This is an optimization exercise on Yosys and OpenROAD, whose aim is small area, a short achievable clock period and few clock cycles, not a production implementation. At most, simulation tests tie the RTL to the original design; equivalence was not proved. The RTL of runs 1 and 2 was laid out without a check of its function. Power figures rest on the tool's default switching activity, not on a simulated workload.

==> flow/config.mk <==
export PLATFORM = sky130hd
export DESIGN_NAME = mcp23x17_seq
export DESIGN_NICKNAME = mcp23x17_seq
export VERILOG_FILES = /design/flow/design.v
export SDC_FILE = /design/flow/constraint.sdc
export NUM_CORES = 4
export LEC_CHECK = 0
export CAP_MARGIN = 20
export CORE_AREA = 5 5 325 325
export DIE_AREA = 0 0 330 330
export SLEW_MARGIN = 20
==> flow/constraint.sdc <==
create_clock -name core_clock -period 10.0 [get_ports {clk}]
set_input_delay 2.0000 -clock core_clock [delete_from_list [all_inputs] [get_ports {clk}]]
set_output_delay 2.0000 -clock core_clock [all_outputs]
set_load 0.01 [all_outputs]
==> flow/design.v <==
module mcp23x17_seq (
    input  wire        clk,
    input  wire        rst,             
    input  wire [7:0]   cfg_mode,       
    input  wire [11:0]  cfg_opcode,     
    input  wire [3:0]   cfg_bank,       
    input  wire [287:0] cfg_porta,      
    input  wire [255:0] cfg_portb,      
    input  wire [3:0]   cmd_valid,
    input  wire [63:0]  cmd_word,
    output wire [3:0]   cmd_ready,
    output wire [31:0]  ctx_status,     
    output wire [31:0]  rsp_data,       
    output wire [15:0]  fault_status,
    output wire [7:0]   fault_ctx,
    output wire [7:0]   fault_dev,
    output wire         escalate,
    output reg  [3:0]   cs,
    input  wire         spi_busy,
    output wire         spi_req,
    output wire [23:0]  spi_tx,
    input  wire         spi_ack,
    input  wire [23:0]  spi_rx,
    input  wire [1:0]   spi_st,
    output wire         i2c_req,
    output wire         i2c_rnw,
    output wire [1:0]   i2c_len,
    output wire [7:0]   i2c_sla,
    output wire [23:0]  i2c_wdata,
    input  wire         i2c_ack,
    input  wire [1:0]   i2c_st,
    input  wire [7:0]   i2c_rdata
);
    localparam [1:0] CMD_INIT  = 2'd0,
                     CMD_READ  = 2'd1,
                     CMD_WRITE = 2'd2;
    localparam [1:0] MODE_SPI = 2'd1,
                     MODE_I2C = 2'd2;
    localparam [4:0] INIT_LAST = 5'd23;
    function is_illegal(input [15:0] w);
        reg lo, hi, gt;
        begin
            lo = |w[7:0];                          
            hi = |w[12:8];                         
            gt = w[11] & (w[10] | (w[9] & w[8]));  
            is_illegal = w[13] | (w[15] & w[14]) | gt |
                         (~w[15] & lo) | (~w[15] & ~w[14] & hi);
        end
    endfunction
    function [3:0] eight_reg(input [2:0] k);
        case (k)
            3'd0: eight_reg = 4'd0;    
            3'd1: eight_reg = 4'd1;    
            3'd2: eight_reg = 4'd2;    
            3'd3: eight_reg = 4'd3;    
            3'd4: eight_reg = 4'd4;    
            3'd5: eight_reg = 4'd6;    
            3'd6: eight_reg = 4'd9;    
            default: eight_reg = 4'd10;  
        endcase
    endfunction
    reg  [3:0]  busy;
    reg  [3:0]  rdy;            
    reg  [1:0]  kind  [0:3];
    reg  [12:0] args  [0:3];    
    reg  [7:0]  rsp_b [0:3];
    reg  [3:0]  dval;
    reg  [3:0]  okval;
    reg  [3:0]  rok;
    reg         flt_valid;
    reg         flt_out;        
    reg  [3:0]  flt_cause;
    reg  [2:0]  flt_ph;         
    reg  [1:0]  flt_ctx;
    reg         s_pre;          
    reg         s_sreq;         
    reg         s_post;         
    reg         s_pulse;        
    reg         s_iw;           
    reg         s_ir;           
    reg  [1:0]  own;
    reg  [2:0]  f_op;           
    reg         f_rw;           
    reg  [4:0]  f_addr;
    reg  [7:0]  f_data;         
    reg         o_spi_req;
    reg         o_i2c_req;
    reg         o_i2c_rnw;
    reg  [1:0]  o_i2c_len;
    integer k;
    wire s_idle = ~(s_pre | s_sreq | s_post | s_pulse | s_iw | s_ir);
    wire [3:0] acc = cmd_valid & rdy;
    wire spi_ackd = s_sreq && spi_ack;
    wire i2c_ackd = (s_iw || s_ir) && i2c_ack;
    wire t_err    = (spi_ackd && spi_st != 2'd0) || (i2c_ackd && i2c_st != 2'd0);
    wire [3:0] c_bad;
    genvar c, b;
    generate
        for (c = 0; c < 4; c = c + 1) begin : g_bad
            assign c_bad[c] = is_illegal(cmd_word[16*c +: 16]) ||
                              (cfg_mode[2*c +: 2] != MODE_SPI && cfg_mode[2*c +: 2] != MODE_I2C);
        end
    endgenerate
    wire cmd_flt = |(acc & c_bad);
    wire new_flt = t_err || cmd_flt;
    reg [3:0] new_cause;
    reg [1:0] new_ctx;
    integer   i;
    always @(*) begin
        new_cause = 4'd0;
        new_ctx   = own;
        if (spi_ackd && spi_st != 2'd0)
            new_cause = (spi_st == 2'd1) ? 4'd1 : 4'd2;
        else if (i2c_ackd && i2c_st != 2'd0) begin
            if (s_iw)
                new_cause = (i2c_st == 2'd1) ? 4'd3 : 4'd4;
            else
                new_cause = (i2c_st == 2'd1) ? 4'd5 : 4'd6;
        end else begin
            for (i = 3; i >= 0; i = i - 1) begin
                if (acc[i] && c_bad[i]) begin
                    new_ctx   = i[1:0];
                    new_cause = is_illegal(cmd_word[16*i +: 16]) ? 4'd8 : 4'd7;
                end
            end
        end
    end
    wire upd = !flt_valid && !new_flt;
    wire [3:0] c_spi;           
    wire [3:0] c_rw;            
    wire [3:0] c_pulse;         
    wire [3:0] c_more;          
    wire [4:0] c_addr [0:3];
    wire [2:0] c_op   [0:3];
    wire [7:0] c_data [0:3];
    wire [4:0] c_next [0:3];
    generate
        for (c = 0; c < 4; c = c + 1) begin : g_ctx
            wire [12:0] a     = args[c];
            wire [4:0]  idx   = a[4:0];
            wire        init  = (kind[c] == CMD_INIT);
            wire        pre   = init && (idx[4:3] == 2'b00);
            wire        port  = init ? idx[4] : a[12];
            wire [3:0]  rg    = !init ? a[11:8] : (pre ? 4'd5 : eight_reg(idx[2:0]));
            wire [2:0]  opc   = cfg_opcode[3*c +: 3];
            wire        carry = &idx[2:0];
            assign c_spi[c]   = (cfg_mode[2*c +: 2] == MODE_SPI);
            assign c_rw[c]    = (kind[c] == CMD_READ) || (pre && idx[1]);
            assign c_pulse[c] = pre && (idx[1:0] == 2'd0);
            assign c_more[c]  = init && (idx != INIT_LAST);
            assign c_addr[c]  = cfg_bank[c] ? {port, rg} : {rg, port};
            assign c_op[c]    = c_spi[c] ? {1'b0, opc[1:0]} : opc;
            assign c_next[c]  = (idx[4:3] == 2'b00 && idx[1]) ? 5'd8 :
                                {idx[4] | (idx[3] & carry), idx[3] ^ carry,
                                 idx[2] ^ (idx[1] & idx[0]), idx[1] ^ idx[0], ~idx[0]};
            wire [16:0] sel;
            assign sel[16] = pre && !idx[1];
            for (b = 0; b < 8; b = b + 1) begin : g_sel
                assign sel[b]     = init && (idx[4:3] == 2'b01) && (idx[2:0] == b);
                assign sel[8 + b] = init && (idx[4:3] == 2'b10) && (idx[2:0] == b);
            end
            reg [7:0] d;
            integer m;
            always @(*) begin
                d = init ? 8'h00 : a[7:0];
                for (m = 0; m < 8; m = m + 1) begin
                    d = d | ({8{sel[m]}}     & cfg_porta[72*c + 8*m +: 8])
                          | ({8{sel[8 + m]}} & cfg_portb[64*c + 8*m +: 8]);
                end
                d = d | ({8{sel[16]}} & cfg_porta[72*c + 64 +: 8]);
            end
            assign c_data[c] = d;
        end
    endgenerate
    wire [3:0] own_oh = {own == 2'd3, own == 2'd2, own == 2'd1, own == 2'd0};
    wire [3:0] pend   = busy & ~(own_oh & {4{~s_idle}});
    function [1:0] rr_pick(input [1:0] x, input [3:0] p);
        reg [3:0] r;
        reg [1:0] f;
        begin
            case (x)
                2'd0: r = {p[0], p[3], p[2], p[1]};
                2'd1: r = {p[1], p[0], p[3], p[2]};
                2'd2: r = {p[2], p[1], p[0], p[3]};
                default: r = p;
            endcase
            f = r[0] ? 2'd0 : r[1] ? 2'd1 : r[2] ? 2'd2 : 2'd3;
            case ({x, f})
                4'b0000: rr_pick = 2'd1; 4'b0001: rr_pick = 2'd2; 4'b0010: rr_pick = 2'd3; 4'b0011: rr_pick = 2'd0;
                4'b0100: rr_pick = 2'd2; 4'b0101: rr_pick = 2'd3; 4'b0110: rr_pick = 2'd0; 4'b0111: rr_pick = 2'd1;
                4'b1000: rr_pick = 2'd3; 4'b1001: rr_pick = 2'd0; 4'b1010: rr_pick = 2'd1; 4'b1011: rr_pick = 2'd2;
                4'b1100: rr_pick = 2'd0; 4'b1101: rr_pick = 2'd1; 4'b1110: rr_pick = 2'd2; default: rr_pick = 2'd3;
            endcase
        end
    endfunction
    wire [1:0] nx       = rr_pick(own, pend);
    wire       nx_valid = |pend;
    wire [3:0] gnt      = {nx == 2'd3, nx == 2'd2, nx == 2'd1, nx == 2'd0} & {4{nx_valid}};
    reg        n_spi, n_rw, n_pulse;
    reg [2:0]  n_op;
    reg [4:0]  n_addr;
    reg [7:0]  n_data;
    integer    q;
    always @(*) begin
        n_spi = 1'b0; n_rw = 1'b0; n_pulse = 1'b0;
        n_op = 3'd0; n_addr = 5'd0; n_data = 8'd0;
        for (q = 0; q < 4; q = q + 1) begin
            n_spi   = n_spi   | (gnt[q] & c_spi[q]);
            n_rw    = n_rw    | (gnt[q] & c_rw[q]);
            n_pulse = n_pulse | (gnt[q] & c_pulse[q]);
            n_op    = n_op    | ({3{gnt[q]}} & c_op[q]);
            n_addr  = n_addr  | ({5{gnt[q]}} & c_addr[q]);
            n_data  = n_data  | ({8{gnt[q]}} & c_data[q]);
        end
    end
    wire fin = s_pulse ||
               (s_post && !spi_busy) ||
               (s_iw && i2c_ack && !f_rw) ||
               (s_ir && i2c_ack);
    wire go  = s_idle || fin;
    wire       o_more = |(own_oh & c_more);
    wire [3:0] done   = (fin && !o_more) ? own_oh : 4'd0;
    wire [7:0] o_rd   = s_ir ? i2c_rdata : f_data;
    wire       rd_ack = (spi_ackd && f_rw) || (i2c_ackd && s_ir);
    wire [7:0] iocon  = own[1] ? (own[0] ? cfg_porta[280 +: 8] : cfg_porta[208 +: 8])
                               : (own[0] ? cfg_porta[136 +: 8] : cfg_porta[64 +: 8]);
    wire       rd_eq  = ((s_ir ? i2c_rdata : spi_rx[7:0]) == iocon);
    wire n_start = go && nx_valid;
    wire x_pre   = (n_start && n_spi && !n_pulse) || (s_pre && spi_busy);
    wire x_sreq  = (s_pre && !spi_busy) || (s_sreq && !spi_ack);
    wire x_post  = (s_sreq && spi_ack) || (s_post && spi_busy);
    wire x_pulse = n_start && n_spi && n_pulse;
    wire x_iw    = (n_start && !n_spi) || (s_iw && !i2c_ack);
    wire x_ir    = (s_iw && i2c_ack && f_rw) || (s_ir && !i2c_ack);
    wire x_rw    = go ? n_rw : f_rw;
    wire [3:0] busy_n = (busy | acc) & ~done;
    always @(posedge clk) begin
        for (k = 0; k < 4; k = k + 1) begin
            if (acc[k]) begin
                kind[k] <= cmd_word[16*k+14 +: 2];
                args[k] <= {cmd_word[16*k+1 +: 12],
                            cmd_word[16*k] | (cmd_word[16*k+14 +: 2] == CMD_INIT &&
                                              cfg_mode[2*k +: 2] == MODE_I2C)};
            end else if (own_oh[k]) begin
                if (rd_ack)
                    args[k][5] <= rd_eq;
                if (fin && c_more[k])
                    args[k][4:0] <= c_next[k];
            end
            if (upd && done[k]) begin
                if (kind[k] == CMD_READ) begin
                    rsp_b[k] <= o_rd;
                    dval[k]  <= 1'b1;
                end
                if (kind[k] == CMD_INIT) begin
                    rok[k]   <= args[k][5];
                    okval[k] <= 1'b1;
                end
            end
        end
        s_pre   <= x_pre;
        s_sreq  <= x_sreq;
        s_post  <= x_post;
        s_pulse <= x_pulse;
        s_iw    <= x_iw;
        s_ir    <= x_ir;
        o_spi_req    <= x_sreq && !new_flt && !flt_valid;
        o_i2c_req    <= (x_iw || x_ir) && !new_flt && !flt_valid;
        o_i2c_rnw    <= x_ir;
        o_i2c_len[1] <= !x_ir;
        o_i2c_len[0] <= x_ir || !x_rw;
        if (spi_ackd)
            f_data <= spi_rx[7:0];
        if (go) begin
            own    <= nx_valid ? nx : own;
            f_op   <= n_op;
            f_rw   <= n_rw;
            f_addr <= n_addr;
            f_data <= n_data;
            if (upd)
                cs <= {4{n_spi && nx_valid}} & gnt;
        end
        if (upd)
            busy <= busy_n;
        rdy <= ~busy_n & {4{upd}};
        if (new_flt && !flt_valid) begin
            flt_valid <= 1'b1;
            flt_out   <= 1'b1;
            flt_cause <= new_cause;
            flt_ctx   <= new_ctx;
            flt_ph    <= {new_cause == 4'd5 || new_cause == 4'd6,
                          new_cause == 4'd1 || new_cause == 4'd2 ||
                          new_cause == 4'd3 || new_cause == 4'd4,
                          new_cause == 4'd3 || new_cause == 4'd4};
        end
        if (rst) begin
            busy      <= 4'd0;
            rdy       <= 4'hf;
            dval      <= 4'd0;
            okval     <= 4'd0;
            rok       <= 4'd0;
            flt_valid <= 1'b0;
            flt_out   <= 1'b0;
            flt_cause <= 4'd0;
            flt_ph    <= 3'd0;
            flt_ctx   <= 2'd0;
            cs        <= 4'd0;
            s_pre     <= 1'b0;
            s_sreq    <= 1'b0;
            s_post    <= 1'b0;
            s_pulse   <= 1'b0;
            s_iw      <= 1'b0;
            s_ir      <= 1'b0;
            own       <= 2'd0;
            o_spi_req <= 1'b0;
            o_i2c_req <= 1'b0;
        end
    end
    wire [7:0] f_ctrl = {4'b0100, f_op, f_rw};
    assign spi_req   = o_spi_req;
    assign spi_tx    = {f_ctrl, 3'b000, f_addr, f_data};
    assign i2c_req   = o_i2c_req;
    assign i2c_rnw   = o_i2c_rnw;
    assign i2c_len   = o_i2c_len;
    assign i2c_sla   = {5'b00000, f_op};
    assign i2c_wdata = {f_ctrl, 3'b000, f_addr, f_data};
    assign cmd_ready = rdy;
    generate
        for (c = 0; c < 4; c = c + 1) begin : g_status
            assign ctx_status[8*c +: 8] = {3'b000, busy[c], rok[c], okval[c],
                                           dval[c], busy[c]};
            assign rsp_data[8*c +: 8]   = rsp_b[c];
        end
    endgenerate
    assign fault_status = {4'b0000, flt_ph[2], flt_ph[1], flt_ph[0], flt_ph[0],
                           3'b000, flt_cause, flt_out};
    assign fault_ctx    = {6'd0, flt_ctx};
    assign fault_dev    = {6'd0, flt_ctx};
    assign escalate     = flt_out;
endmodule
==> flow/flow/run.sh <==
#!/bin/bash
set -euo pipefail
bash standard.sh "BUFFER_PORTS_ARGS=-buffer_cell sky130_fd_sc_hd__buf_1" \
  SETUP_SLACK_MARGIN=6.5 finish > standard.log 2>&1
==> flow/standard.sh <==
#!/bin/bash
# synth_recipe.tcl (not shown) runs the flow's synth.tcl, then flattens the netlist and writes it again
# the make line also repeats each setting of config.mk as NAME=value (left out here)
make -C /OpenROAD-flow-scripts/flow DESIGN_CONFIG=/design/flow/config.mk WORK_HOME=/design/flow/orfs CLKGATE_MAP_FILE= SYNTH_SCRIPT=/design/flow/synth_recipe.tcl "${@:-finish}"
==> impl_metrics.env, run 1 <==
export IMPL_status="finished clean"
export IMPL_powerDensity_nw_per_um2=123
export IMPL_layout_setup_ws_ns=6.05
export IMPL_design_area_um2=18600
export IMPL_grt_antenna_before_repair=37
export IMPL_dr_pass1_iters=7
export IMPL_drt_initial_drc_count=2066
export IMPL_nNetsFinal=2934
export IMPL_coreArea_um2=102000
export IMPL_max_freq_ghz=0.253
export IMPL_die_h_um=330
export IMPL_viasPerCell=4.67
export IMPL_p_leak_nw=6.11
export IMPL_drive_above_1_share_pct=10.5
export IMPL_synthFlopType="edfxtp_1"
export IMPL_synth_avg_cell_area_um2=8.75
export IMPL_place_gp_congestion=1.00
export IMPL_layout_cells_non_filler=3619
export IMPL_io_pins=843
export IMPL_grt_pass1_wl_um=140000
export IMPL_synthCells=1512
export IMPL_ir_worst_vdd_v=0.000125
export IMPL_start_util_pct=13.0
export IMPL_htree_levels=4
export IMPL_worst_pin_slew_ns=1.23
export IMPL_yosys_warnings=4
export IMPL_synth_area_um2=13200
export IMPL_min_period_ns=3.95
export IMPL_rsz0062_at_grt="true"
export IMPL_maxSlewHeadroom_pct=18.0
export IMPL_whs_ns=0.462
export IMPL_cts_clk_slew_worst_paths_ns=0.08
export IMPL_fin_crit_sh_pct=39.5
export IMPL_cp_end_kind="flip-flop"
export IMPL_synth_edf_count=108
export IMPL_synth_most_common_cell="a22oi_1"
export IMPL_fp_dieW_um=330
export IMPL_vias=16883
export IMPL_syn2layout_area_growth_pct=40.9
export IMPL_rows=117
export IMPL_overflow=0
export IMPL_cts_buffers=17
export IMPL_synth_area_leaders="edfxtp_1 (25%), a22oi_1 (8.9%), dfxtp_1 (7.3%)"
export IMPL_cts_sinks=156
export IMPL_clock_skew_ns=0.0235
export IMPL_dp_cells=3521
export IMPL_ant_nets=0
export IMPL_start_kind="input port"
export IMPL_setup_tns_ns=0
export IMPL_wirelength_um=112000
export IMPL_grt_usage_pct=19.0
export IMPL_clkLatencyLatePin_ns=0.50
export IMPL_placed_area_um2=17200
export IMPL_crit_arrival_ns=4.16
export IMPL_routedWlPerCell_um=30.9
export IMPL_pre_cts_slack_ns=4.75
export IMPL_yosys_area_top_type_share_pct=24.5
export IMPL_finalSetupViolations=0
export IMPL_final_util_pct=18.3
export IMPL_hp_class="flip-flop to flip-flop"
export IMPL_async_flop_share_pct=0
export IMPL_io_buffers=776
export IMPL_slew_viol_final=0
export IMPL_cts_tree="done"
export IMPL_seq_area_frac_synth_pct=31.8
export IMPL_synth_cell_type_count=91
export IMPL_post_route_drc_count=0
export IMPL_synth_commonest_cells="a22oi_1 (157), nand2_1 (134), edfxtp_1 (108)"
export IMPL_hold_viol=0
export IMPL_yosysTopAreaCell="edfxtp_1"
export IMPL_synth_seq_cells=156
export IMPL_grt_max_degree=38
export IMPL_worstSetupPathType="input port to flip-flop"
export IMPL_p_total_mw=2.30
export IMPL_die_area_um2=109000
export IMPL_cp_required_ns=10.20
export IMPL_dpl_hpwl_um=95500
export IMPL_ctsRootBufferMaster="clkbuf_16"
export IMPL_grt_pass1_vias=16005
export IMPL_crit_fanout=8
export IMPL_clockBufferDepth=2
export IMPL_maxCapViolCount=0
export IMPL_cts_hold_buffers=0
[worst max-delay path, stage by stage]
cell      delay (ns)
buf_1           0.10
or4_4           0.53
o21ai_2         0.15
and4bb_4        0.38
o21ai_4         0.11
nor4_4          0.19
buf_4           0.17
nand3_4         0.08
nor3b_4         0.25
buf_12          0.17
[worst paths after layout]
kind / start / slack (ns) / depth (start not counted) / to
worst max register to register: args[1][3] / 6.45 / 7 / f_data[7]
worst min-delay path: flt_cause[2] / 0.46 / 2 / flt_cause[2]
worst max-delay path: cmd_word[8] / 6.05 / 10 / rsp_b[0][6]
worst min register to register: flt_cause[2] / 0.46 / 2 / flt_cause[2]
[final cells by class]
class | instances | area, um^2
clock inverter | 14 | 170
inverter | 36 | 143
fill | 11593 | 83100
sequential | 156 | 4200
tap | 1368 | 1710
timing repair inverter | 1 | 5.00
antenna | 18 | 45.0
multi-input combinational | 1161 | 8280
clock buffer | 18 | 429
timing repair buffer | 847 | 3650
[sequential cells by signal, indices dropped and copies added, names as in the netlist, 5 cells and up]
signal,flops
f_data,8
rsp_b,32
kind,8
args,52
f_addr,5
[report_power, final]
group	leakage, nW	switching, mW	internal, mW	total [mW]
registers	1.44	0.0905	0.765	0.855
logic	4.38	0.471	0.250	0.721
clock network	0.288	0.343	0.377	0.721
total	6.11	0.905	1.39	2.30
[what timing repair did]
| item | in CTS | in global routing |
|---|---|---|
| buffers inserted | 27 | 18 |
| cloned | 1 | 2 |
| pin swaps | 26 | 19 |
| setup endpoints to repair | 95 | 83 |
| gates resized for setup | 63 | 34 |
| hold endpoints to repair | 0 | 0 |
[placed cells by master, fill, tap and decap left out, drive strengths merged, types with 43 or more instances in the layout]
cell	instances
nor2	87
a22oi	157
and3	43
dfxtp	48
nand2	134
buf	840
o21ai	73
edfxtp	108
conb	50
a21oi	50
[cells by family after synthesis]
group / after synthesis / synth area share [%]
AOI/OAI and AO/OA: 517 / 29.6
xor gates and xnor gates: 9 / 0.596
adders and majority gates: 37 / 3.50
buffers and inverters: 244 / 9.55
DFF: 156 / 31.8
muxes: 44 / 4.20
other: 2 / 0.0568
and+or+nand+nor: 503 / 20.7
[routing by layer]
metal | GRT usage (%) | vias to the layer above | routed length, um
met5 | 0 | - | 120
met4 | 5.70 | 18 | 3620
met3 | 6.11 | 184 | 10700
met2 | 31.8 | 1076 | 52700
met1 | 23.4 | 8323 | 44600
li1 | - | 7282 | -
==> inputs of run 2 (changes only) <==
--- a/flow/config.mk
+++ b/flow/config.mk
@@ -9,2 +9,3 @@
 export CORE_AREA = 5 5 325 325
+export CTS_BUF_LIST = sky130_fd_sc_hd__clkbuf_8
 export DIE_AREA = 0 0 330 330
==> impl_metrics.env, run 2 <==
export IMPL_final_common_cell="buf_1"
export IMPL_hp_class="flip-flop to flip-flop"
export IMPL_yosys_warnings=4
export IMPL_max_freq_ghz=0.258
export IMPL_nNetsFinal=2936
export IMPL_io_buffers=776
export IMPL_drive_above_1_share_pct=10.7
export IMPL_clockBufferDepth=2
export IMPL_status="finished clean"
export IMPL_grt_pass1_vias=16057
export IMPL_start_kind="input port"
export IMPL_syn2layout_area_growth_pct=39.2
export IMPL_reg2reg_depth=9
export IMPL_final_util_pct=18.1
export IMPL_synth_area_leaders="edfxtp_1 (25%), a22oi_1 (8.9%), dfxtp_1 (7.3%)"
export IMPL_synthCells=1512
export IMPL_coreArea_um2=102000
export IMPL_grt_pass1_wl_um=140000
export IMPL_p_leak_nw=6.03
export IMPL_start_util_pct=13.0
export IMPL_worst_pin_slew_ns=1.05
export IMPL_worstSetupPathType="input port to flip-flop"
export IMPL_synth_edf_count=108
export IMPL_io_pins=843
export IMPL_hold_viol=0
export IMPL_finalSetupViolations=0
export IMPL_pwr_share_comb_pct=35.1
export IMPL_yosys_area_top_type_share_pct=24.5
export IMPL_synth_commonest_cells="a22oi_1 (157), nand2_1 (134), edfxtp_1 (108)"
export IMPL_ctsRootBufferMaster="clkbuf_8"
export IMPL_placed_area_um2=17200
export IMPL_fin_crit_sh_pct=38.8
export IMPL_synth_avg_cell_area_um2=8.75
export IMPL_dr_pass1_iters=6
export IMPL_cpLargestDelayFamily="simple AND/OR/NAND/NOR gates"
export IMPL_crit_slowest_cell="or4_4"
export IMPL_drt_initial_drc_count=1785
export IMPL_dp_cells=3521
export IMPL_reg_largest_list="args x52, rsp_b x32"
export IMPL_cts_clk_slew_worst_paths_ns=0.11
export IMPL_maxSlewHeadroom_pct=29.5
export IMPL_cp_end_kind="flip-flop"
export IMPL_hp_start="dval[1]"
export IMPL_whs_path_depth=2
export IMPL_synth_area_um2=13200
export IMPL_die_area_um2=109000
export IMPL_slew_viol_final=0
export IMPL_switching_share_pct=41.2
export IMPL_path_cells="buf_6, or4_4, o21ai_2, and4b_4, o2bb2ai_4, nor4_4, buf_4, nand3_4, nor3b_4, buf_12"
export IMPL_seq_area_frac_synth_pct=31.8
export IMPL_largest_reg_flops=52
export IMPL_crit_fanout=8
export IMPL_regMostFlops="args"
export IMPL_grt_antenna_before_repair=36
export IMPL_p_seq_share_pct=39.3
export IMPL_overflow=0
export IMPL_rsz0062_at_grt="true"
export IMPL_cts_tree="done"
export IMPL_clock_skew_ns=0.0273
export IMPL_grt_max_degree=38
export IMPL_r2r_slack_ns=6.58
export IMPL_ant_nets=0
export IMPL_place_gp_congestion=1.00
export IMPL_p_clk_share_pct=25.7
export IMPL_timing_rr_end="f_data[2]"
export IMPL_cp_required_ns=10.28
export IMPL_min_period_ns=3.88
export IMPL_final_cell_mix="buf_1 (755), a22oi_1 (156), nand2_1 (129)"
export IMPL_die_h_um=330
export IMPL_routedWlPerCell_um=30.9
export IMPL_cts_sinks=156
export IMPL_synthFlopType="edfxtp_1"
export IMPL_cts_buffers=17
export IMPL_maxCapViolCount=0
export IMPL_rows=117
export IMPL_power_switching_uw=880
export IMPL_ir_worst_vdd_v=0.0000925
export IMPL_synth_seq_cells=156
export IMPL_synth_cell_type_count=91
export IMPL_post_route_drc_count=0
export IMPL_intPower_mw=1.25
export IMPL_wirelength_um=112000
export IMPL_htree_levels=4
export IMPL_layout_cells_non_filler=3618
export IMPL_grt_usage_pct=19.0
export IMPL_whs_endpoint="dval[1]"
export IMPL_synth_most_common_cell="a22oi_1"
export IMPL_vias=16798
export IMPL_cpPeakStageDelay_ns=0.52
export IMPL_viasPerCell=4.64
export IMPL_crit_arrival_ns=4.16
export IMPL_powerDensity_nw_per_um2=116
export IMPL_design_area_um2=18400
export IMPL_yosysTopAreaCell="edfxtp_1"
export IMPL_async_flop_share_pct=0
export IMPL_reg2reg_from="args[0][1]"
export IMPL_fp_dieW_um=330
export IMPL_setup_tns_ns=0
export IMPL_clkLatencyLatePin_ns=0.56
export IMPL_dpl_hpwl_um=95500
export IMPL_fill_cells=11606
export IMPL_crit_buf_inv=3
run 2: cell count changes in the layout (fill, tap and decap cells not counted), moves of 3 or more:
| cell | change |
|---|---|
| dfxtp_1 | -4 |
| clkbuf_2 | -3 |
| nand3_4 | -3 |
| clkbuf_8 | +17 |
| diode_2 | -3 |
| clkbuf_16 | -17 |
| dfxtp_2 | +4 |
| buf_4 | +4 |
run 2: logic make-up (layout without fill, tap and decap cells):
kind of cell	count (synthesis)	in the layout	share of synthesized area, %
buffers and inverters	244	918	9.55
AND/OR/NAND/NOR	503	503	20.7
other	2	65	0.0568
multiplexers	44	44	4.20
AO/OA/AOI/OAI	517	518	29.6
adder cells (fa/ha/maj)	37	37	3.50
flip-flops	156	156	31.8
XOR/XNOR	9	9	0.596
run 2: worst max-delay path by stage:
stage | start | to | slack, ns | cells after the start
floorplan | cmd_word[25] | rsp_b[0][0] | 5.73 | 8
global placement | cmd_word[40] | rsp_b[3][1] | 4.77 | 9
detailed placement | cmd_word[57] | rsp_b[3][1] | 4.75 | 9
CTS | cmd_word[59] | rsp_b[0][0] | 6.18 | 10
global route | cmd_word[59] | rsp_b[0][0] | 6.08 | 10
finish | cmd_word[24] | rsp_b[0][6] | 6.12 | 10
run 2: metal layers:
metal	wire length, um	vias to the layer above	GRT usage, %
met5	120	-	0
met4	3730	18	5.95
met1	44100	8292	23.3
li1	-	7282	-
met3	11100	177	6.28
met2	52600	1029	31.7
run 2: timing repair:
action,4_1_cts,5_1_grt
hold buffers,0,0
buffers inserted,31,16
hold endpoints to repair,0,0
pin swaps,24,18
cloned,1,2
setup endpoints to repair,94,91
gates resized for setup,58,36
run 2: power by group through the flow:
stage	sequential, mW	clock, mW	combinational, mW
6_report	0.839	0.548	0.749
5_1_grt	0.845	0.595	0.803
4_1_cts	0.843	0.572	0.734
3_5_place_dp	0.877	0	0.674
3_3_place_gp	0.878	0	0.671
2_1_floorplan	0.819	0	0.356
run 2: through the flow:
| step | power (mW) | setup slack (ns) | hold WS, ns |
|---|---|---|---|
| floorplan | 1.18 | 5.73 | 0.461 |
| global placement | 1.55 | 4.77 | 0.437 |
| detailed placement | 1.55 | 4.75 | 0.447 |
| CTS | 2.15 | 6.18 | 0.464 |
| global route | 2.24 | 6.08 | 0.493 |
| finish | 2.13 | 6.12 | 0.471 |
run 2: final cells by class:
type                    count  area (um^2)  area share [%]
clock buffers              17          234            1.27
flip-flops and latches    156         4210            22.9
repair inverters            1         5.00          0.0272
diodes                     15         37.5           0.204
multi-input cells        1161         8250            44.8
clock inverters            15          174           0.945
inverters                  36          143           0.775
repair buffers            849         3650            19.8
well taps                1368         1710            9.30
run 2: worst min-delay path: stages, from the launching register on:
cell     delay, ns
dfxtp_1       0.33
nand2_1       0.06
o31ai_2       0.05
==> inputs of run 3 (changes only) <==
--- a/flow/design.v
+++ b/flow/design.v
@@ -80,2 +80,3 @@
     reg         s_ir;           
+    reg         s_fin;          
     reg  [1:0]  own;
@@ -90,3 +91,3 @@
     integer k;
-    wire s_idle = ~(s_pre | s_sreq | s_post | s_pulse | s_iw | s_ir);
+    wire s_idle = ~(s_pre | s_sreq | s_post | s_pulse | s_iw | s_ir | s_fin);
     wire [3:0] acc = cmd_valid & rdy;
@@ -127,3 +128,5 @@
     end
-    wire upd = !flt_valid && !new_flt;
+    wire acc_any = |acc;
+    wire upd     = !flt_valid && !new_flt;
+    wire step    = !flt_valid && !acc_any && !t_err;
     wire [3:0] c_spi;           
@@ -215,3 +218,3 @@
     end
-    wire fin = s_pulse ||
+    wire fin = s_pulse || s_fin ||
                (s_post && !spi_busy) ||
@@ -219,5 +222,6 @@
                (s_ir && i2c_ack);
-    wire go  = s_idle || fin;
+    wire fin_s = fin && step;                  
+    wire go    = (s_idle && step) || fin_s;    
     wire       o_more = |(own_oh & c_more);
-    wire [3:0] done   = (fin && !o_more) ? own_oh : 4'd0;
+    wire [3:0] done   = (fin_s && !o_more) ? own_oh : 4'd0;
     wire [7:0] o_rd   = s_ir ? i2c_rdata : f_data;
@@ -230,8 +234,9 @@
     wire x_sreq  = (s_pre && !spi_busy) || (s_sreq && !spi_ack);
-    wire x_post  = (s_sreq && spi_ack) || (s_post && spi_busy);
-    wire x_pulse = n_start && n_spi && n_pulse;
+    wire x_post  = (s_sreq && spi_ack) || (s_post && !fin_s);
+    wire x_pulse = (n_start && n_spi && n_pulse) || (s_pulse && !fin_s);
     wire x_iw    = (n_start && !n_spi) || (s_iw && !i2c_ack);
     wire x_ir    = (s_iw && i2c_ack && f_rw) || (s_ir && !i2c_ack);
+    wire x_fin   = ((s_iw && !f_rw) || s_ir || s_fin) && fin && !step;
     wire x_rw    = go ? n_rw : f_rw;
-    wire [3:0] busy_n = (busy | acc) & ~done;
+    wire [3:0] busy_n = (busy | (acc & {4{upd}})) & ~done;
     always @(posedge clk) begin
@@ -246,6 +251,6 @@
                     args[k][5] <= rd_eq;
-                if (fin && c_more[k])
+                if (fin_s && c_more[k])
                     args[k][4:0] <= c_next[k];
             end
-            if (upd && done[k]) begin
+            if (done[k]) begin
                 if (kind[k] == CMD_READ) begin
@@ -266,2 +271,3 @@
         s_ir    <= x_ir;
+        s_fin   <= x_fin;
         o_spi_req    <= x_sreq && !new_flt && !flt_valid;
@@ -273,2 +279,4 @@
             f_data <= spi_rx[7:0];
+        if (i2c_ackd && s_ir)
+            f_data <= i2c_rdata;
         if (go) begin
@@ -279,8 +287,6 @@
             f_data <= n_data;
-            if (upd)
-                cs <= {4{n_spi && nx_valid}} & gnt;
+            cs     <= {4{n_spi && nx_valid}} & gnt;
         end
-        if (upd)
-            busy <= busy_n;
-        rdy <= ~busy_n & {4{upd}};
+        busy <= busy_n;
+        rdy  <= ~busy_n & {4{upd}};
         if (new_flt && !flt_valid) begin
@@ -313,2 +319,3 @@
             s_ir      <= 1'b0;
+            s_fin     <= 1'b0;
             own       <= 2'd0;
--- a/flow/config.mk
+++ b/flow/config.mk
@@ -9,3 +9,2 @@
 export CORE_AREA = 5 5 325 325
-export CTS_BUF_LIST = sky130_fd_sc_hd__clkbuf_8
 export DIE_AREA = 0 0 330 330
==> impl_metrics.env, run 3 <==
export IMPL_p_total_mw=2.13
export IMPL_powerDensity_nw_per_um2=111
export IMPL_ant_nets=0
export IMPL_clkLatencyLatePin_ns=0.48
export IMPL_maxSlewHeadroom_pct=40.9
export IMPL_reg_largest_list="args x52, rsp_b x32"
export IMPL_min_period_ns=3.78
export IMPL_rsz0062_at_grt="true"
export IMPL_clock_skew_ns=0.0133
export IMPL_io_buffers=776
export IMPL_nNetsFinal=2975
export IMPL_cts_buffers=17
export IMPL_status="finished clean"
export IMPL_path_cells="buf_1, inv_1, ha_1, nor2_1, a21o_1, o2bb2ai_2, o31ai_4, buf_6, or4b_1, a21oi_1"
export IMPL_hold_viol=0
export IMPL_ir_worst_vdd_v=0.000134
export IMPL_wirelength_um=124000
export IMPL_hp_class="flip-flop to flip-flop"
export IMPL_grt_antenna_before_repair=107
export IMPL_reg2reg_from="args[0][0]"
export IMPL_synthCells=1535
export IMPL_slew_viol_final=0
export IMPL_die_h_um=330
export IMPL_routedWlPerCell_um=33.7
export IMPL_crit_arrival_ns=4.18
export IMPL_layout_setup_ws_ns=6.22
export IMPL_dr_pass1_iters=7
export IMPL_drive_above_1_share_pct=11.0
export IMPL_syn2layout_area_growth_pct=42.3
export IMPL_yosys_area_top_type_share_pct=24.0
export IMPL_ctsRootBufferMaster="clkbuf_16"
export IMPL_cpPeakStageDelay_ns=0.49
export IMPL_yosysTopAreaCell="edfxtp_1"
export IMPL_cp_required_ns=10.40
export IMPL_synth_most_common_cell="nand2_1"
export IMPL_post_route_drc_count=0
export IMPL_grt_usage_pct=21.5
export IMPL_cts_hold_buffers=0
export IMPL_cp_startpoint="cfg_mode[0]"
export IMPL_yosys_warnings=4
export IMPL_place_gp_congestion=0.972
export IMPL_die_area_um2=109000
export IMPL_coreArea_um2=102000
export IMPL_crit_fanout=7
export IMPL_fp_dieW_um=330
export IMPL_maxCapViolCount=0
export IMPL_setup_tns_ns=0
export IMPL_max_freq_ghz=0.265
export IMPL_synth_area_um2=13500
export IMPL_viasPerCell=4.73
export IMPL_final_common_cell="buf_1"
export IMPL_largest_reg_flops=52
export IMPL_cts_tree="done"
export IMPL_synth_cell_type_count=96
export IMPL_final_cell_mix="buf_1 (771), nand2_1 (141), edfxtp_1 (108)"
export IMPL_htree_levels=4
export IMPL_crit_slowest_cell="or4b_1"
export IMPL_clockBufferDepth=2
export IMPL_regMostFlops="args"
export IMPL_cts_sinks=157
export IMPL_grt_pass1_vias=16876
export IMPL_io_pins=843
export IMPL_pre_cts_slack_ns=5.31
export IMPL_fin_crit_sh_pct=37.8
export IMPL_synth_avg_cell_area_um2=8.79
export IMPL_overflow=0
export IMPL_grt_pass1_wl_um=156000
export IMPL_start_util_pct=13.3
export IMPL_synth_edf_count=108
export IMPL_synthFlopType="edfxtp_1"
export IMPL_hp_start="cs[1]"
export IMPL_synth_area_leaders="edfxtp_1 (24%), dfxtp_1 (7.3%), buf_4 (4.4%)"
export IMPL_p_leak_nw=6.27
export IMPL_synth_seq_cells=157
export IMPL_worstSetupPathType="input port to flip-flop"
export IMPL_rows=117
export IMPL_async_flop_share_pct=0
export IMPL_dpl_hpwl_um=109000
export IMPL_start_kind="input port"
export IMPL_cts_clk_slew_worst_paths_ns=0.07
export IMPL_seq_area_frac_synth_pct=31.3
export IMPL_worst_pin_slew_ns=0.885
export IMPL_synth_commonest_cells="nand2_1 (148), edfxtp_1 (108), clkbuf_1 (85)"
export IMPL_drt_initial_drc_count=1852
export IMPL_final_util_pct=18.9
export IMPL_finalSetupViolations=0
export IMPL_vias=17480
export IMPL_grt_max_degree=32
export IMPL_cp_end_kind="flip-flop"
-- run 3: critical path: cells and delay by family --
family	cells	cell delay, ns
buf+inv	3	0.29
compound gates	4	0.96
simple gates	2	0.56
fa+ha+maj	1	0.34
-- run 3: worst paths after layout --
| check | slack, ns | cells past startpoint | endpoint |
|---|---|---|---|
| max | 6.22 | 10 | flt_cause[3] |
| min | 0.45 | 2 | cs[1] |
| max reg2reg | 6.42 | 10 | f_data[7] |
| min reg2reg | 0.45 | 2 | cs[1] |
-- run 3: report_power, final --
| group | switching, mW | internal, mW |
|---|---|---|
| clock network | 0.342 | 0.358 |
| logic | 0.417 | 0.226 |
| registers | 0.0554 | 0.735 |
-- run 3: kinds of logic after synthesis --
logic type	synth area share, %
muxes	6.55
other	0.0557
xor gates and xnor gates	0.519
DFF	31.3
AOI/OAI and AO/OA	29.2
and+or+nand+nor	20.1
buffers and inverters	8.88
adders and majority gates	3.43
-- run 3: metrics by stage --
| stage | hold WS [ns] | std cells | instance area, um^2 |
|---|---|---|---|
| floorplan | 0.471 | 1583 | 13900 |
| global placement | 0.437 | 3574 | 17800 |
| detailed placement | 0.442 | 3575 | 17800 |
| CTS | 0.453 | 3638 | 18900 |
| global route | 0.482 | 3669 | 19100 |
| finish | 0.453 | 3693 | 19200 |
-- run 3: per-layer routing --
| layer | track usage [%] | up-vias | wire (um) |
|---|---|---|---|
| met5 | 0 | - | 389 |
| met4 | 8.61 | 58 | 5650 |
| met3 | 6.62 | 237 | 12000 |
| met2 | 36.6 | 1120 | 59000 |
| met1 | 25.2 | 8594 | 47300 |
| li1 | - | 7471 | - |
-- run 3: what timing repair did --
| action | 4_1_cts | 5_1_grt |
|---|---|---|
| buffers inserted | 30 | 4 |
| endpoints found under the setup margin | 104 | 81 |
| cloned | 1 | 0 |
| resized for setup | 52 | 38 |
| pin swaps | 32 | 20 |
-- run 3: final cells by class --
class,instances,area [um^2]
fillers,11533,82500
multi-input cells,1195,8790
flip-flops and latches,157,4230
repair buffers,855,3610
well taps,1368,1710
clock buffers,17,425
clock inverters,15,174
inverters,34,136
diodes,51,128
repair inverters,1,5.00
Testbench counts of run 3, summed over its fixed seeds: cycles 8,296.
==> inputs of run 4 (changes only) <==
--- a/flow/config.mk
+++ b/flow/config.mk
@@ -9,2 +9,3 @@
 export CORE_AREA = 5 5 325 325
+export CTS_BUF_LIST = sky130_fd_sc_hd__clkbuf_8
 export DIE_AREA = 0 0 330 330
==> impl_metrics.env, run 4 <==
export IMPL_status="finished clean"
export IMPL_rows=117
export IMPL_synth_area_leaders="edfxtp_1 (24%), dfxtp_1 (7.3%), buf_4 (4.4%)"
export IMPL_reg2reg_from="args[0][0]"
export IMPL_htree_levels=4
export IMPL_yosys_area_top_type_share_pct=24.0
export IMPL_p_seq_share_pct=40.2
export IMPL_async_flop_share_pct=0
export IMPL_ant_nets=0
export IMPL_final_cell_mix="buf_1 (769), nand2_1 (141), edfxtp_1 (108)"
export IMPL_dp_cells=3575
export IMPL_synth_avg_cell_area_um2=8.79
export IMPL_power_switching_uw=785
export IMPL_drt_initial_drc_count=1913
export IMPL_synth_edf_count=108
export IMPL_final_util_pct=18.9
export IMPL_finalSetupViolations=0
export IMPL_cts_tree="done"
export IMPL_yosysTopAreaCell="edfxtp_1"
export IMPL_io_pins=843
export IMPL_cts_clk_slew_worst_paths_ns=0.11
export IMPL_slew_viol_final=0
export IMPL_synth_most_common_cell="nand2_1"
export IMPL_p_clk_share_pct=26.7
export IMPL_die_h_um=330
export IMPL_wirelength_um=125000
export IMPL_clockBufferDepth=2
export IMPL_timing_rr_end="f_data[7]"
export IMPL_switching_share_pct=40.1
export IMPL_grt_max_degree=32
export IMPL_dr_pass1_iters=6
export IMPL_synth_seq_cells=157
export IMPL_clkLatencyLatePin_ns=0.53
export IMPL_max_freq_ghz=0.270
export IMPL_synth_area_um2=13500
export IMPL_synthCells=1535
export IMPL_min_period_ns=3.70
export IMPL_setup_tns_ns=0
export IMPL_syn2layout_area_growth_pct=42.3
export IMPL_worst_pin_slew_ns=0.914
export IMPL_hold_viol=0
export IMPL_regMostFlops="args"
export IMPL_grt_antenna_before_repair=110
export IMPL_crit_arrival_ns=3.97
export IMPL_vias=17616
export IMPL_worstSetupPathType="input port to flip-flop"
export IMPL_start_kind="input port"
export IMPL_synth_commonest_cells="nand2_1 (148), edfxtp_1 (108), clkbuf_1 (85)"
export IMPL_grt_usage_pct=21.5
export IMPL_die_area_um2=109000
export IMPL_reg_largest_list="args x52, rsp_b x32"
export IMPL_rsz0062_at_grt="true"
export IMPL_crit_buf_inv=1
export IMPL_intPower_mw=1.17
export IMPL_cts_buffers=17
export IMPL_cts_hold_buffers=0
export IMPL_layout_cells_non_filler=3706
export IMPL_coreArea_um2=102000
export IMPL_start_util_pct=13.3
export IMPL_fill_cells=11544
export IMPL_ctsRootBufferMaster="clkbuf_8"
export IMPL_nNetsFinal=2987
export IMPL_routedWlPerCell_um=33.6
export IMPL_final_common_cell="buf_1"
export IMPL_p_total_mw=1.96
export IMPL_maxCapViolCount=0
export IMPL_whs_endpoint="cs[1]"
export IMPL_maxSlewHeadroom_pct=38.5
export IMPL_largest_reg_flops=52
export IMPL_seq_area_frac_synth_pct=31.3
export IMPL_dpl_hpwl_um=109000
export IMPL_drive_above_1_share_pct=11.8
export IMPL_synth_cell_type_count=96
export IMPL_cp_required_ns=10.27
export IMPL_clock_skew_ns=0.0243
export IMPL_synthFlopType="edfxtp_1"
export IMPL_hp_start="cs[1]"
export IMPL_powerDensity_nw_per_um2=102
export IMPL_pwr_share_comb_pct=33.1
export IMPL_cpMostUsedCell="a22o_1"
export IMPL_path_cells="buf_1, a22o_1, a22o_1, a221o_1, a2111oi_2, nand4_1, a2bb2oi_2, a31oi_1"
export IMPL_crit_fanout=1
export IMPL_r2r_slack_ns=6.36
export IMPL_reg2reg_depth=10
export IMPL_whs_path_depth=2
export IMPL_cp_end_kind="flip-flop"
export IMPL_p_leak_nw=6.27
export IMPL_yosys_warnings=4
export IMPL_crit_slowest_cell="nand4_1"
export IMPL_fp_dieW_um=330
export IMPL_cpLargestDelayFamily="compound AO/OA/AOI/OAI gates"
export IMPL_grt_pass1_vias=16918
export IMPL_hp_class="flip-flop to flip-flop"
export IMPL_ir_worst_vdd_v=0.0000887
export IMPL_fin_crit_sh_pct=37.0
export IMPL_overflow=0
export IMPL_place_gp_congestion=0.972
export IMPL_io_buffers=776
export IMPL_cpPeakStageDelay_ns=0.41
export IMPL_viasPerCell=4.75
export IMPL_cts_sinks=157
export IMPL_grt_pass1_wl_um=156000
export IMPL_post_route_drc_count=0
==> run 4: cell counts after synthesis <==
No cell type changed its count.
==> run 4: worst max-delay path by stage <==
| stage | from | end | slack (ns) | cells past startpoint |
|---|---|---|---|---|
| 3_3_place_gp | cmd_word[25] | flt_cause[2] | 5.34 | 8 |
| 4_1_cts | cmd_word[52] | flt_cause[1] | 6.37 | 9 |
| 5_1_grt | cmd_word[52] | flt_cause[2] | 6.26 | 8 |
| 2_1_floorplan | cmd_word[50] | flt_cause[1] | 6.10 | 8 |
| 3_5_place_dp | cmd_valid[0] | args[3][3] | 5.31 | 6 |
| 6_report | cfg_porta[31] | f_data[7] | 6.30 | 8 |
==> run 4: cell families (layout without fill, tap and decap cells) <==
group / Yosys count / after routing / share of synthesized area [%]
buffers and inverters: 231 / 934 / 8.88
AOI/OAI and AO/OA: 519 / 519 / 29.2
other: 2 / 102 / 0.0557
adders and majority gates: 37 / 37 / 3.43
xor gates and xnor gates: 8 / 8 / 0.519
and+or+nand+nor: 505 / 505 / 20.1
muxes: 76 / 76 / 6.55
DFF: 157 / 157 / 31.3
==> run 4: worst min-delay path: cells and delay by family, from the launching register on <==
family	cells	cell delay (ns)
AO/OA/AOI/OAI	1	0.05
flip-flops	1	0.33
AND/OR/NAND/NOR	1	0.05
==> run 4: final cells by class <==
type                            instances  area (um^2)  area share, %
Timing Repair inverter                  1         5.00         0.0261
Clock buffer                           17          234           1.22
Multi-Input combinational cell       1195         8800           45.8
Sequential cell                       157         4230           22.0
Clock inverter                         15          174          0.906
Antenna cell                           52          130          0.678
Timing Repair Buffer                  867         3780           19.7
Tap cell                             1368         1710           8.92
Inverter                               34          136          0.710
==> run 4: what timing repair did <==
item                       CTS  global route
buffers inserted            32            13
setup endpoints to repair  110            63
pin swaps                   28            19
gates cloned                 1             1
resized for setup           51            45
==> run 4: stage by stage <==
step / worst slack, ns / hold WS (ns) / cell area (um^2)
final: 6.30 / 0.457 / 19200
after CTS: 6.37 / 0.457 / 18700
after global placement: 5.34 / 0.437 / 17800
after detailed placement: 5.31 / 0.442 / 17800
after floorplan: 6.10 / 0.471 / 13900
after global routing: 6.26 / 0.487 / 19100
==> run 4: routing by layer <==
metal	vias to the layer above	wire length, um	GRT usage [%]
met3	250	11600	6.55
met4	54	5510	8.80
li1	7490	-	-
met2	1160	59200	36.5
met1	8662	47900	25.2
met5	-	372	0
==> run 4: power by group through the flow <==
stage	Sequential, mW	Combinational [mW]	Clock (mW)
after floorplan	0.774	0.311	0
after global placement	0.804	0.603	0
after detailed placement	0.804	0.608	0
after CTS	0.788	0.636	0.546
after global routing	0.791	0.689	0.567
final	0.788	0.649	0.524
==> inputs of run 5 (changes only) <==
==> flow/flow/run.sh (replaced) <==
#!/bin/bash
set -euo pipefail
bash standard.sh "BUFFER_PORTS_ARGS=-buffer_cell sky130_fd_sc_hd__buf_1" \
  "PLACE_PINS_ARGS=-min_distance 1 -min_distance_in_tracks" \
  SETUP_SLACK_MARGIN=6.5 finish > standard.log 2>&1
--- a/flow/config.mk
+++ b/flow/config.mk
@@ -8,5 +8,5 @@
 export CAP_MARGIN = 20
-export CORE_AREA = 5 5 325 325
+export CORE_AREA = 5 5 195 195
 export CTS_BUF_LIST = sky130_fd_sc_hd__clkbuf_8
-export DIE_AREA = 0 0 330 330
+export DIE_AREA = 0 0 200 200
 export SLEW_MARGIN = 20
==> impl_metrics.env, run 5 <==
export IMPL_status="finished clean"
export IMPL_grt_max_degree=32
export IMPL_maxCapViolCount=0
export IMPL_grt_usage_pct=36.8
export IMPL_crit_fanout=6
export IMPL_fin_crit_sh_pct=36.6
export IMPL_synth_seq_cells=157
export IMPL_start_util_pct=37.9
export IMPL_ant_nets=0
export IMPL_min_period_ns=3.66
export IMPL_cp_required_ns=10.41
export IMPL_hp_class="flip-flop to flip-flop"
export IMPL_drt_initial_drc_count=1883
export IMPL_die_h_um=200
export IMPL_path_cells="buf_6, or4_4, a21oi_4, nand4_1, buf_6, o2bb2ai_4, or4_4, a211oi_2"
export IMPL_vias=17043
export IMPL_clockBufferDepth=2
export IMPL_synth_area_um2=13500
export IMPL_ctsRootBufferMaster="clkbuf_8"
export IMPL_place_gp_congestion=1.05
export IMPL_wirelength_um=80200
export IMPL_fp_dieW_um=200
export IMPL_hp_start="cs[3]"
export IMPL_grt_pass1_wl_um=108000
export IMPL_dr_pass1_iters=8
export IMPL_maxSlewHeadroom_pct=36.9
export IMPL_crit_buf_inv=2
export IMPL_yosys_warnings=4
export IMPL_clkLatencyLatePin_ns=0.49
export IMPL_post_route_drc_count=0
export IMPL_clock_skew_ns=0.0213
export IMPL_p_leak_nw=6.05
export IMPL_cts_sinks=157
export IMPL_met2_length_um=37500
export IMPL_synth_most_common_cell="nand2_1"
export IMPL_route_met3_wl_um=8700
export IMPL_cp_startpoint="cmd_word[25]"
export IMPL_io_pins=843
export IMPL_setup_tns_ns=0
export IMPL_syn2layout_area_growth_pct=30.5
export IMPL_yosysTopAreaCell="edfxtp_1"
export IMPL_synth_avg_cell_area_um2=8.79
export IMPL_grt_antenna_before_repair=36
export IMPL_cp_end_kind="flip-flop"
export IMPL_synth_edf_count=108
export IMPL_slew_viol_final=0
export IMPL_synth_area_leaders="edfxtp_1 (24%), dfxtp_1 (7.3%), buf_4 (4.4%)"
export IMPL_regArea_um2=4220
export IMPL_top_layer_used="met5"
export IMPL_final_common_cell="buf_1"
export IMPL_synthCells=1535
export IMPL_reg_largest_list="args x52, rsp_b x32"
export IMPL_synthFlopType="edfxtp_1"
export IMPL_wl_met1_um=28700
export IMPL_worst_pin_slew_ns=0.939
export IMPL_powerDensity_nw_per_um2=104
export IMPL_worstSetupPathType="input port to flip-flop"
export IMPL_regMostFlops="args"
export IMPL_reg2reg_from="own[1]"
export IMPL_grt_pass1_vias=16347
export IMPL_cts_tree="done"
export IMPL_max_freq_ghz=0.273
export IMPL_finalSetupViolations=0
export IMPL_io_buffers=776
export IMPL_routedWlPerCell_um=29.2
export IMPL_final_cell_mix="buf_1 (769), nand2_1 (142), edfxtp_1 (108)"
export IMPL_async_flop_share_pct=0
export IMPL_multiInputGateArea_um2=8710
export IMPL_drive_above_1_share_pct=9.60
export IMPL_cts_clk_slew_worst_paths_ns=0.10
export IMPL_overflow=0
export IMPL_cts_hold_buffers=0
export IMPL_start_kind="input port"
export IMPL_cts_buffers=17
export IMPL_fill_cells=3675
export IMPL_rsz0062_at_grt="true"
export IMPL_crit_slowest_cell="or4_4"
export IMPL_die_area_um2=40000
export IMPL_nNetsFinal=2951
export IMPL_largest_reg_flops=52
export IMPL_rows=69
export IMPL_htree_levels=4
export IMPL_coreArea_um2=35600
export IMPL_whs_ns=0.452
export IMPL_cpLargestDelayFamily="simple AND/OR/NAND/NOR gates"
export IMPL_synth_cell_type_count=96
export IMPL_seq_area_frac_synth_pct=31.3
export IMPL_synth_commonest_cells="nand2_1 (148), edfxtp_1 (108), clkbuf_1 (85)"
export IMPL_ir_worst_vdd_v=0.000103
export IMPL_hold_viol=0
export IMPL_viasPerCell=6.20
export IMPL_cpPeakStageDelay_ns=0.62
export IMPL_dpl_hpwl_um=65500
export IMPL_yosys_area_top_type_share_pct=24.0
export IMPL_crit_arrival_ns=4.07
-- run 5: cell types whose count changed in the layout (fill, tap and decap cells not counted), moves of 4 or more --
cell     previous run  this run
dfxtp_1            45        49
o21ai_0            73        77
buf_4              74        45
diode_2            52        37
dfxtp_2             4         0
buf_12              8         4
-- run 5: final timing paths --
check	slack [ns]	end	cells after the start
worst max-delay path	6.34	o_i2c_req	8
worst min-delay path	0.45	cs[3]	2
worst max register to register	6.56	f_data[0]	8
worst min register to register	0.45	cs[3]	2
-- run 5: where the power goes --
part | leakage [nW] | total (mW) | internal, mW | switching (mW)
clock | 0.206 | 0.492 | 0.190 | 0.302
combinational | 4.45 | 0.560 | 0.218 | 0.343
sequential | 1.40 | 0.783 | 0.735 | 0.0483
total | 6.05 | 1.84 | 1.14 | 0.693
-- run 5: final cells by class --
class	instances	share of cell area, %
multi-input combinational	1195	49.5
sequential	157	24.0
timing repair buffer	832	19.6
tap	461	3.27
clock buffer	17	1.33
clock inverter	15	0.966
inverter	34	0.817
antenna	37	0.526
-- run 5: cells by family (layout without fill, tap and decap cells) --
kind of cell	count (synthesis)	in the layout	synth area share, %
compound gates	519	519	29.2
simple gates	505	505	20.1
buf+inv	231	898	8.88
flops	157	157	31.3
mux	76	76	6.55
fa+ha+maj	37	37	3.43
xor+xnor	8	8	0.519
other cells	2	87	0.0557
-- run 5: timing repair --
item / 4_1_cts / 5_1_grt
setup endpoints to repair: 85 / 62
cloned: 1 / 0
setup buffers: 21 / 6
pin swaps: 36 / 20
gates resized for setup: 38 / 30
-- run 5: worst register-to-register path: stages, from the launching register on --
cell       delay, ns
dfxtp_1         0.72
buf_4           0.32
nand2b_1        0.27
o32a_1          0.41
o32ai_2         0.28
a21o_1          0.51
a31oi_1         0.23
a2111oi_4       0.38
o21ai_1         0.08
-- run 5: metal layers --
metal / up-vias / track usage, %
li1: 7406 / -
met1: 8118 / 43.3
met2: 1251 / 60.8
met3: 262 / 8.79
met4: 6 / 22.5
met5: - / 0
-- run 5: per-stage QoR --
stage	instance area [um^2]	util, %	setup WS, ns	std cells	total power [mW]
global route	17600	49.5	6.26	2743	1.90
floorplan	13900	-	6.10	1583	1.08
detailed placement	16500	46.5	5.04	2651	1.31
CTS	17300	48.8	6.38	2705	1.81
finish	17600	49.5	6.34	2748	1.84
global placement	16500	46.5	5.07	2651	1.31
==> inputs of run 6 (changes only) <==
==> flow/flow/run.sh (replaced) <==
#!/bin/bash
set -euo pipefail
bash standard.sh "BUFFER_PORTS_ARGS=-buffer_cell sky130_fd_sc_hd__buf_1" \
  "PLACE_PINS_ARGS=-min_distance 1 -min_distance_in_tracks" \
  SETUP_SLACK_MARGIN=6.0 finish > standard.log 2>&1
==> impl_metrics.env, run 6 <==
export IMPL_status="finished clean"
export IMPL_synth_most_common_cell="nand2_1"
export IMPL_start_util_pct=37.9
export IMPL_synth_commonest_cells="nand2_1 (148), edfxtp_1 (108), clkbuf_1 (85)"
export IMPL_grt_antenna_before_repair=37
export IMPL_synthFlopType="edfxtp_1"
export IMPL_multiInputGateArea_um2=8410
export IMPL_rows=69
export IMPL_htree_levels=4
export IMPL_reg_largest_list="args x52, rsp_b x32"
export IMPL_yosysTopAreaCell="edfxtp_1"
export IMPL_switching_share_pct=37.1
export IMPL_viasPerCell=6.24
export IMPL_cts_clk_slew_worst_paths_ns=0.10
export IMPL_synth_edf_count=108
export IMPL_crit_arrival_ns=4.31
export IMPL_crit_slowest_cell="or4_1"
export IMPL_grt_max_degree=32
export IMPL_slew_viol_final=0
export IMPL_ctsRootBufferMaster="clkbuf_8"
export IMPL_reg2reg_depth=8
export IMPL_largest_reg_flops=52
export IMPL_die_area_um2=40000
export IMPL_clockBufferDepth=2
export IMPL_final_common_cell="buf_1"
export IMPL_fp_dieW_um=200
export IMPL_fill_cells=3670
export IMPL_clkLatencyLatePin_ns=0.47
export IMPL_yosys_warnings=4
export IMPL_vias=16956
export IMPL_post_route_drc_count=0
export IMPL_path_cells="buf_1, or4_1, a21oi_1, nand4_1, o2bb2ai_1, o31ai_4, and4b_1, a32o_1"
export IMPL_rsz0062_at_grt="false"
export IMPL_synth_avg_cell_area_um2=8.79
export IMPL_yosys_area_share_simple_pct=20.1
export IMPL_drt_initial_drc_count=1762
export IMPL_synth_adder_area_share_pct=3.43
export IMPL_powerDensity_nw_per_um2=107
export IMPL_nNetsFinal=2922
export IMPL_drive_above_1_share_pct=6.62
export IMPL_maxSlewHeadroom_pct=29.5
export IMPL_grt_pass1_vias=16420
export IMPL_setup_tns_ns=0
export IMPL_worst_pin_slew_ns=1.06
export IMPL_layout_cells_non_filler=2718
export IMPL_routedWlPerCell_um=28.4
export IMPL_worstSetupPathType="input port to flip-flop"
export IMPL_final_cell_mix="buf_1 (775), nand2_1 (148), edfxtp_1 (108)"
export IMPL_crit_fanout=4
export IMPL_overflow=0
export IMPL_finalSetupViolations=0
export IMPL_regMostFlops="args"
export IMPL_clock_skew_ns=0.0226
export IMPL_synth_seq_cells=157
export IMPL_max_freq_ghz=0.253
export IMPL_io_pins=843
export IMPL_ir_worst_vdd_v=0.0000834
export IMPL_hp_class="flip-flop to flip-flop"
export IMPL_intPower_mw=1.15
export IMPL_final_util_pct=47.8
export IMPL_synth_cell_type_count=96
export IMPL_pwr_share_comb_pct=28.9
export IMPL_ant_nets=0
export IMPL_p_clk_share_pct=28.0
export IMPL_synthCells=1535
export IMPL_seq_area_frac_synth_pct=31.3
export IMPL_synth_area_um2=13500
export IMPL_yosys_area_top_type_share_pct=24.0
export IMPL_die_h_um=200
export IMPL_min_period_ns=3.95
export IMPL_synth_area_leaders="edfxtp_1 (24%), dfxtp_1 (7.3%), buf_4 (4.4%)"
export IMPL_cts_sinks=157
export IMPL_io_buffers=776
export IMPL_synth_top_family_by_area="compound AO/OA/AOI/OAI gates"
export IMPL_synth_mux_area_share_pct=6.55
export IMPL_regArea_um2=4230
export IMPL_maxCapViolCount=0
export IMPL_async_flop_share_pct=0
export IMPL_synth_xor_area_share_pct=0.519
export IMPL_power_switching_uw=675
export IMPL_grt_pass1_wl_um=106000
export IMPL_whs_path_depth=2
export IMPL_hold_viol=0
export IMPL_grt_usage_pct=35.5
export IMPL_p_leak_nw=5.75
export IMPL_synth_compound_area_share_pct=29.2
export IMPL_dpl_hpwl_um=63000
export IMPL_wirelength_um=77200
export IMPL_coreArea_um2=35600
export IMPL_dr_pass1_iters=8
export IMPL_place_gp_congestion=1.06
export IMPL_cpPeakStageDelay_ns=0.53
export IMPL_cts_buffers=17
export IMPL_start_kind="input port"
export IMPL_dp_cells=2642
export IMPL_cts_tree="done"
export IMPL_cp_end_kind="flip-flop"
export IMPL_fin_crit_sh_pct=39.5
export IMPL_p_seq_share_pct=43.1
export IMPL_cts_hold_buffers=0
export IMPL_syn2layout_area_growth_pct=26.0
export IMPL_cp_required_ns=10.36
[run 6: cell counts after synthesis]
Identical to the previous run, type by type.
[run 6: layout make-up]
type | count | share of cell area (%)
clock inverters | 15 | 1.02
diodes | 36 | 0.530
well taps | 461 | 3.39
flip-flops and latches | 157 | 24.8
repair inverters | 2 | 0.0588
inverters | 34 | 0.809
clock buffers | 17 | 1.38
repair buffers | 801 | 18.6
multi-input cells | 1195 | 49.4
[run 6: cell families after synthesis]
group,after synthesis
adder cells (fa/ha/maj),37
buffers and inverters,231
XOR/XNOR,8
AND/OR/NAND/NOR,505
AO/OA/AOI/OAI,519
other,2
multiplexers,76
flip-flops,157
[run 6: timing repair]
| action | 4_1_cts | 5_1_grt |
|---|---|---|
| resized for setup | 10 | 10 |
| pin swaps | 3 | 0 |
| cloned | 0 | 2 |
| buffers inserted | 6 | 0 |
| setup endpoints to repair | 58 | 48 |
[run 6: metal layers]
layer	track usage, %	vias to the layer above	routed length [um]
met5	0	-	40
met2	57.5	1328	34800
li1	-	7336	-
met3	9.06	294	9400
met1	41.8	7992	27200
met4	23.5	6	5740
[run 6: per-stage QoR]
| stage | setup WS, ns | hold WS, ns | power (mW) | cell area [um^2] |
|---|---|---|---|---|
| 4_1_cts | 5.98 | 0.461 | 1.80 | 16900 |
| 6_report | 6.05 | 0.458 | 1.82 | 17000 |
| 5_1_grt | 6.05 | 0.476 | 1.89 | 17000 |
| 2_1_floorplan | 5.66 | 0.471 | 1.08 | 13700 |
| 3_3_place_gp | 5.25 | 0.442 | 1.29 | 16300 |
| 3_5_place_dp | 5.15 | 0.446 | 1.30 | 16300 |
[run 6: final timing paths]
kind                      from            to  slack (ns)
setup / recovery  cmd_word[25]  flt_cause[2]        6.05
hold / removal           cs[1]         cs[1]        0.46
setup reg to reg    args[0][2]     f_data[5]        6.15
hold reg to reg          cs[1]         cs[1]        0.46
[run 6: power groups by stage]
stage               combinational (mW)  sequential [mW]  clock [mW]
finish                           0.527            0.786       0.509
floorplan                        0.306            0.773           0
CTS                              0.511            0.784       0.509
global placement                 0.495            0.799           0
global route                     0.562            0.790       0.535
detailed placement               0.501            0.800           0
[run 6: worst max-delay path: cells and delay by family]
family / cells / cell delay, ns
and+or+nand+nor: 3 / 1.07
AOI/OAI and AO/OA: 4 / 1.15
buffers and inverters: 1 / 0.10
==> inputs of run 7 (changes only) <==
==> flow/flow/run.sh (replaced) <==
#!/bin/bash
set -euo pipefail
bash standard.sh "BUFFER_PORTS_ARGS=-buffer_cell sky130_fd_sc_hd__buf_1" \
  "PLACE_PINS_ARGS=-min_distance 1 -min_distance_in_tracks" \
  SETUP_SLACK_MARGIN=6.5 TNS_END_PERCENT=10 finish > standard.log 2>&1
==> impl_metrics.env, run 7 <==
export IMPL_ir_worst_vdd_v=0.0000836
export IMPL_synth_avg_cell_area_um2=8.79
export IMPL_fin_crit_sh_pct=37.2
export IMPL_yosysTopAreaCell="edfxtp_1"
export IMPL_ctsRootBufferMaster="clkbuf_8"
export IMPL_dr_pass1_iters=8
export IMPL_post_route_drc_count=0
export IMPL_cp_startpoint="cfg_porta[126]"
export IMPL_final_cell_mix="buf_1 (771), nand2_1 (143), edfxtp_1 (108)"
export IMPL_synth_xor_area_share_pct=0.519
export IMPL_grt_pass1_wl_um=107000
export IMPL_final_common_cell="buf_1"
export IMPL_syn2layout_area_growth_pct=27.0
export IMPL_fp_dieW_um=200
export IMPL_rows=69
export IMPL_top_usage_layer="met2"
export IMPL_coreArea_um2=35600
export IMPL_hp_class="flip-flop to flip-flop"
export IMPL_pre_cts_slack_ns=4.84
export IMPL_largest_reg_flops=52
export IMPL_grt_pass1_vias=16359
export IMPL_start_util_pct=37.9
export IMPL_yosys_area_top_type_share_pct=24.0
export IMPL_synth_mux_area_share_pct=6.55
export IMPL_synth_adder_area_share_pct=3.43
export IMPL_powerDensity_nw_per_um2=105
export IMPL_grt_util_met1_pct=42.8
export IMPL_wirelength_um=78000
export IMPL_max_freq_ghz=0.269
export IMPL_cp_required_ns=10.18
export IMPL_seq_area_frac_synth_pct=31.3
export IMPL_grt_max_degree=32
export IMPL_die_area_um2=40000
export IMPL_synth_most_common_cell="nand2_1"
export IMPL_vias=16982
export IMPL_die_h_um=200
export IMPL_async_flop_share_pct=0
export IMPL_crit_end="f_data[6]"
export IMPL_maxSlewHeadroom_pct=42.4
export IMPL_crit_fanout=1
export IMPL_grt_use_met2_pct=57.7
export IMPL_clkLatencyLatePin_ns=0.48
export IMPL_slew_viol_final=0
export IMPL_layout_setup_ws_ns=6.28
export IMPL_rsz0062_at_grt="true"
export IMPL_synthFlopType="edfxtp_1"
export IMPL_ant_nets=0
export IMPL_use_met3_pct=10.6
export IMPL_nNetsFinal=2935
export IMPL_synth_top_family_by_area="compound AO/OA/AOI/OAI gates"
export IMPL_reg2reg_depth=9
export IMPL_dpl_hpwl_um=63700
export IMPL_regMostFlops="args"
export IMPL_io_buffers=776
export IMPL_io_pins=843
export IMPL_layout_cells_non_filler=2726
export IMPL_place_gp_congestion=1.07
export IMPL_clock_skew_ns=0.0338
export IMPL_htree_levels=4
export IMPL_cp_end_kind="flip-flop"
export IMPL_drive_above_1_share_pct=7.74
export IMPL_cts_sinks=157
export IMPL_status="finished clean"
export IMPL_synth_area_leaders="edfxtp_1 (24%), dfxtp_1 (7.3%), buf_4 (4.4%)"
export IMPL_reg_largest_list="args x52, rsp_b x32"
export IMPL_synth_compound_area_share_pct=29.2
export IMPL_yosys_warnings=4
export IMPL_hold_viol=0
export IMPL_synthCells=1535
export IMPL_whs_ns=0.460
export IMPL_synth_edf_count=108
==> run 7: cell counts after synthesis <==
No cell type changed its count.
==> run 7: timing repair <==
| item | CTS | global route |
|---|---|---|
| cloned | 0 | 2 |
| buffers inserted | 9 | 5 |
| pin swaps | 6 | 15 |
| hold buffers | 0 | 0 |
| gates resized for setup | 6 | 26 |
| endpoints found under the setup margin | 116 | 85 |
==> run 7: final cells by class <==
cell class / instances / area, um^2
fill: 3667 / 18400
multi-input combinational: 1195 / 8490
sequential: 157 / 4230
timing repair buffer: 814 / 3220
tap: 461 / 577
clock buffer: 17 / 234
clock inverter: 15 / 170
inverter: 34 / 135
antenna: 31 / 77.6
timing repair inverter: 2 / 10.0
==> run 7: layer usage <==
| metal | part of all wire (%) | wire, um |
|---|---|---|
| met5 | 0.12 | 91 |
| met4 | 6.4 | 4970 |
| met3 | 12 | 9490 |
| met2 | 45 | 35300 |
| met1 | 36 | 28100 |
==> run 7: how the worst min path moves through the flow <==
| stage | to | start | slack [ns] | cells past startpoint |
|---|---|---|---|---|
| after floorplan | cs[1] | cs[1] | 0.47 | 2 |
| after global placement | cs[3] | cs[3] | 0.44 | 2 |
| after detailed placement | cs[2] | cs[2] | 0.45 | 2 |
| after CTS | cs[2] | cs[2] | 0.46 | 2 |
| after global routing | flt_ph[1] | flt_ph[1] | 0.48 | 2 |
| final | flt_ph[1] | flt_ph[1] | 0.46 | 2 |
==> run 7: cell families (layout without fill, tap and decap cells) <==
logic type	count (synthesis)	after routing
AOI/OAI and AO/OA	519	519
xor gates and xnor gates	8	8
adders and majority gates	37	37
buffers and inverters	231	882
DFF	157	157
muxes	76	76
other	2	81
and+or+nand+nor	505	505
==> run 7: metrics by stage <==
step           utilization (%)  power, mW  instance area (um^2)
4_1_cts                   47.5       1.79                 16900
6_report                  48.2       1.81                 17100
5_1_grt                   48.2       1.88                 17100
3_5_place_dp              46.2       1.31                 16400
2_1_floorplan                -       1.08                 13800
3_3_place_gp              46.1       1.30                 16400
==> run 7: critical path, cell delays in order <==
cell       delay [ns]
buf_1            0.07
mux2i_1          0.24
o2bb2ai_1        0.09
a221oi_1         0.44
nand4_1          0.27
a221oi_1         0.61
a32oi_1          0.18
==> run 7: power by group <==
| group | leakage [nW] | internal [mW] | switching, mW | total [mW] |
|---|---|---|---|---|
| sequential | 1.40 | 0.735 | 0.0479 | 0.783 |
| clock | 0.194 | 0.190 | 0.295 | 0.485 |
| combinational | 4.23 | 0.207 | 0.332 | 0.539 |
| total | 5.83 | 1.13 | 0.675 | 1.81 |

Re-timed with assumed drivers on the ports (clkbuf_16 on the clock, buf_2 on other inputs), run 7 has 6.295 ns of setup slack against 6.276 ns with ideal ports, and 5.784 ns once port delays also move by the mid clock arrival of 0.511 ns.
